This is an optimization exercise on Yosys and OpenROAD, whose aim is small area, a short achievable clock period and few clock cycles, not a production implementation.
The RTL was checked by simulation tests, not by an equivalence proof against the original design.
Power and IR drop assume default switching activity.

## romdec
module romdec (
    input  wire        clk,
    input  wire        rst,
    input  wire        start,
    input  wire [2:0]  unit,
    input  wire [15:0] maxlen,
    input  wire [15:0] in_len,
    input  wire [15:0] bias,
    output wire        busy,
    output wire        done,
    output wire [3:0]  code,
    output wire [15:0] count,
    output wire [31:0] fault_info,
    output reg         in_re,
    output reg  [15:0] in_addr,
    input  wire [7:0]  in_rdata,
    output reg         out_we,
    output reg  [15:0] out_waddr,
    output reg  [7:0]  out_wdata,
    output reg         out_re,
    output reg  [15:0] out_raddr,
    input  wire [7:0]  out_rdata
);
    localparam C_NONE = 4'd0, C_OK = 4'd1, C_UNDERRUN = 4'd2, C_BADREF = 4'd3,
               C_BOUND = 4'd4, C_CEILING = 4'd5, C_BADHDR = 4'd8, C_BADCMD = 4'd9;
    localparam [5:0]
        K_INIT = 6'd0,
        K_TOK  = 6'd1,    
        K_B1   = 6'd2,    
        K_C1   = 6'd3,    
        K_C0   = 6'd4,    
        K_LIT  = 6'd5,    
        K_OFF  = 6'd6,    
        K_LO   = 6'd7,
        K_HI   = 6'd8,
        K_N    = 6'd9,
        X_CHK  = 6'd10,   
        X_RUN  = 6'd11,   
        S_INIT = 6'd12,
        S_B0   = 6'd13,
        S_B1   = 6'd14,
        S_B2   = 6'd15,
        S_TOK  = 6'd16,
        S_RH   = 6'd17,
        D_INIT = 6'd18,
        D_LO   = 6'd19,
        D_HI   = 6'd20,
        E_INIT = 6'd21,
        E_H0   = 6'd22,
        E_H1   = 6'd23,
        E_H2   = 6'd24,
        E_H3   = 6'd25,
        E_H4   = 6'd26,
        E_H5   = 6'd27,
        E_B2   = 6'd28,
        E_TOK  = 6'd29,
        E_TH   = 6'd30,
        E_FL   = 6'd31,
        E_RAW  = 6'd32,
        E_V    = 6'd33,
        E_WH   = 6'd34,
        E_WL   = 6'd35,
        D_W    = 6'd36,
        D_END  = 6'd37,
        S_B3   = 6'd38,
        E_LT   = 6'd39,
        S_W    = 6'd40;
    reg        busy_q, done_q;
    reg [5:0]  ph;
    reg [3:0]  code_q;
    reg        kb;         
    reg        sx;         
    reg [2:0]  ut;         
    reg [15:0] ra;         
    reg [7:0]  hd, nd;     
    reg        hv, nv;     
  ...
Settings: LEC_CHECK=0, CAP_MARGIN=20, CORE_MARGIN=2, CORE_UTILIZATION=40, CTS_BUF_LIST=sky130_fd_sc_hd__clkbuf_8, PLACE_DENSITY=0.6, SETUP_SLACK_MARGIN=4.4, SLEW_MARGIN=20; clock period 8.0 ns.
run.sh (not shown) runs the stock make flow with config.mk's settings and CLKGATE_MAP_FILE= SYNTH_SCRIPT=/design/flow/synth_recipe.tcl, a recipe that flattens the netlist after the stock synthesis.
Testbench counts at the start, summed over its fixed seeds: cycles 511,665.
Change:
--- a/flow/design.v
+++ b/flow/design.v
@@ -84,25 +84,25 @@
     reg [15:0] lim;        
     reg [15:0] aux;        
     reg        dz;         
     reg [15:0] off;        
     reg [15:0] src;        
     reg        xbad;       
     reg [1:0]  xsel;       
     reg        d1;         
     reg [16:0] kd;         
     reg [1:0]  rl;         
     reg [8:0]  cnt;
     reg        zf;         
-    reg [15:0] acc;
+    reg [15:0] acc;        
     reg [4:0]  epl;
     reg [4:0]  efm;
     reg [6:0]  fsh;
     reg [2:0]  bp;         
     reg [4:0]  nb;         
     reg        et;         
     reg        e_inc;      
     reg        e_dec;      
     reg        e_ei;       
     reg        e_lit;      
     assign busy  = busy_q;
     assign done  = done_q;
=> Die area is unchanged; fmax stays the same; critical path depth stays the same; design area stays the same; final cell count does not change; area after synthesis does not change; global-route usage does not change; via count does not change; flip-flop and latch count stays the same; clock skew does not change.
Testbench counts after the change, summed over its fixed seeds: cycles 511,665.

--- another note on this design; it stands on its own ---

// romdec
module romdec (
    input  wire        clk,
    input  wire        rst,
    input  wire        start,
    input  wire [2:0]  unit,
    input  wire [15:0] maxlen,
    input  wire [15:0] in_len,
    input  wire [15:0] bias,
    output wire        busy,
    output wire        done,
    output wire [3:0]  code,
    output wire [15:0] count,
    output wire [31:0] fault_info,
    output reg         in_re,
    output reg  [15:0] in_addr,
    input  wire [7:0]  in_rdata,
    output reg         out_we,
    output reg  [15:0] out_waddr,
    output reg  [7:0]  out_wdata,
    output reg         out_re,
    output reg  [15:0] out_raddr,
    input  wire [7:0]  out_rdata
);
    localparam C_NONE = 4'd0, C_OK = 4'd1, C_UNDERRUN = 4'd2, C_BADREF = 4'd3,
               C_BOUND = 4'd4, C_CEILING = 4'd5, C_BADHDR = 4'd8, C_BADCMD = 4'd9;
    localparam [5:0]
        K_INIT = 6'd0,
        K_TOK  = 6'd1,    
        K_B1   = 6'd2,    
        K_C1   = 6'd3,    
        K_C0   = 6'd4,    
        K_LIT  = 6'd5,    
        K_OFF  = 6'd6,    
        K_LO   = 6'd7,
        K_HI   = 6'd8,
        K_N    = 6'd9,
        X_CHK  = 6'd10,   
        X_RUN  = 6'd11,   
        S_INIT = 6'd12,
        S_B0   = 6'd13,
        S_B1   = 6'd14,
        S_B2   = 6'd15,
        S_TOK  = 6'd16,
        S_RH   = 6'd17,
        D_INIT = 6'd18,
        D_LO   = 6'd19,
        D_HI   = 6'd20,
        E_INIT = 6'd21,
        E_H0   = 6'd22,
        E_H1   = 6'd23,
        E_H2   = 6'd24,
        E_H3   = 6'd25,
        E_H4   = 6'd26,
        E_H5   = 6'd27,
        E_B2   = 6'd28,
        E_TOK  = 6'd29,
        E_TH   = 6'd30,
        E_FL   = 6'd31,
        E_RAW  = 6'd32,
        E_V    = 6'd33,
        E_WH   = 6'd34,
        E_WL   = 6'd35,
        D_W    = 6'd36,
        D_END  = 6'd37,
        S_B3   = 6'd38,
        E_LT   = 6'd39,
  ...
Size in the first run: roughly 230 flip-flops, ~0.020 mm² of cells after synthesis.
Settings: LEC_CHECK=0, CAP_MARGIN=20, CORE_MARGIN=2, CORE_UTILIZATION=40, PLACE_DENSITY=0.6, SETUP_SLACK_MARGIN=4.4, SLEW_MARGIN=20, TNS_END_PERCENT=0; clock period 8.0 ns.
run.sh (not shown) runs the stock make flow with config.mk's settings and CLKGATE_MAP_FILE= SYNTH_SCRIPT=/design/flow/synth_recipe.tcl, a recipe that flattens the netlist after the stock synthesis.
Testbench counts at the start, summed over its fixed seeds: cycles 511,665.
Edit:
--- a/flow/config.mk
+++ b/flow/config.mk
@@ -11,4 +11,3 @@
 export PLACE_DENSITY = 0.6
-export SETUP_SLACK_MARGIN = 4.4
+export SETUP_SLACK_MARGIN = 4.7
 export SLEW_MARGIN = 20
-export TNS_END_PERCENT = 0
After rerunning: The new run finished clean. Non-clock buffer count came out higher by 163. Worst setup slack gains 0.22 ns. Global-route usage came out higher by 2.2 points. Synthesized area does not change. Sequential power came out lower by about 2%. Synthesized cell count does not change. Via count came out higher by 5.9%. Final cell count came out higher by 5.2%. Count of clock-buffer cells in the layout came out lower by 8.
Edit:
--- a/flow/config.mk
+++ b/flow/config.mk
@@ -11,3 +11,3 @@
 export PLACE_DENSITY = 0.6
-export SETUP_SLACK_MARGIN = 4.7
+export SETUP_SLACK_MARGIN = 4.4
 export SLEW_MARGIN = 20
=> Worst setup slack degrades by 0.055 ns; total power is lower by 7.5%; cell count decreases by 4.4%; maximum frequency fell by 1.5%; global-route usage goes down by 2.0 points; final area came out lower by 7.7%.
Edit:
--- a/flow/config.mk
+++ b/flow/config.mk
@@ -10,3 +10,4 @@
 export CORE_UTILIZATION = 40
-export PLACE_DENSITY = 0.6
+export CTS_BUF_LIST = sky130_fd_sc_hd__clkbuf_8
+export PLACE_DENSITY = 0.7
 export SETUP_SLACK_MARGIN = 4.4
What happened: The changed run ran to the end with no violations; final cell count rose by 1.6%; first-iteration DRC count rose by 2.8%; clock power fell by about 5%; total power rose by about 0.5%; via count rose by 3.9%.

## static timing again, ports no longer ideal
How much do the figures lean on ideal ports? The routed layouts below were timed once more, with nothing changed but the port constraints.
Step 1 (the two cells are an assumption about what drives the block):
set clk [get_ports {clk}]
set_driving_cell -lib_cell sky130_fd_sc_hd__clkbuf_16 $clk
set_driving_cell -lib_cell sky130_fd_sc_hd__buf_2 [delete_from_list [all_inputs] $clk]
Step 2 also shifts input and output timing later by t, the mid clock arrival at the registers, as if the neighbouring blocks saw the same clock.
a / b / c = no drivers / after step 1 / after step 2; a / b = the first two.
run	t, ns	setup WS [ns]	worst setup path after step 2	pins driven straight from the clock port
the first run of note 1	0.718	4.429 / 4.370 / 3.812	input to register	1
the second run of note 1	0.718	4.429 / 4.370 / 3.812	input to register	1
the first run of note 2	0.633	4.265 / 4.209 / 3.724	input to register	1
the second run of note 2	0.680	4.488 / 4.488 / 4.150	input to register	1
the third run of note 2	0.645	4.433 / 4.371 / 3.860	input to register	1
the fourth run of note 2	0.698	4.375 / 4.320 / 3.847	input to register	1
After both steps every run listed still meets setup and hold.
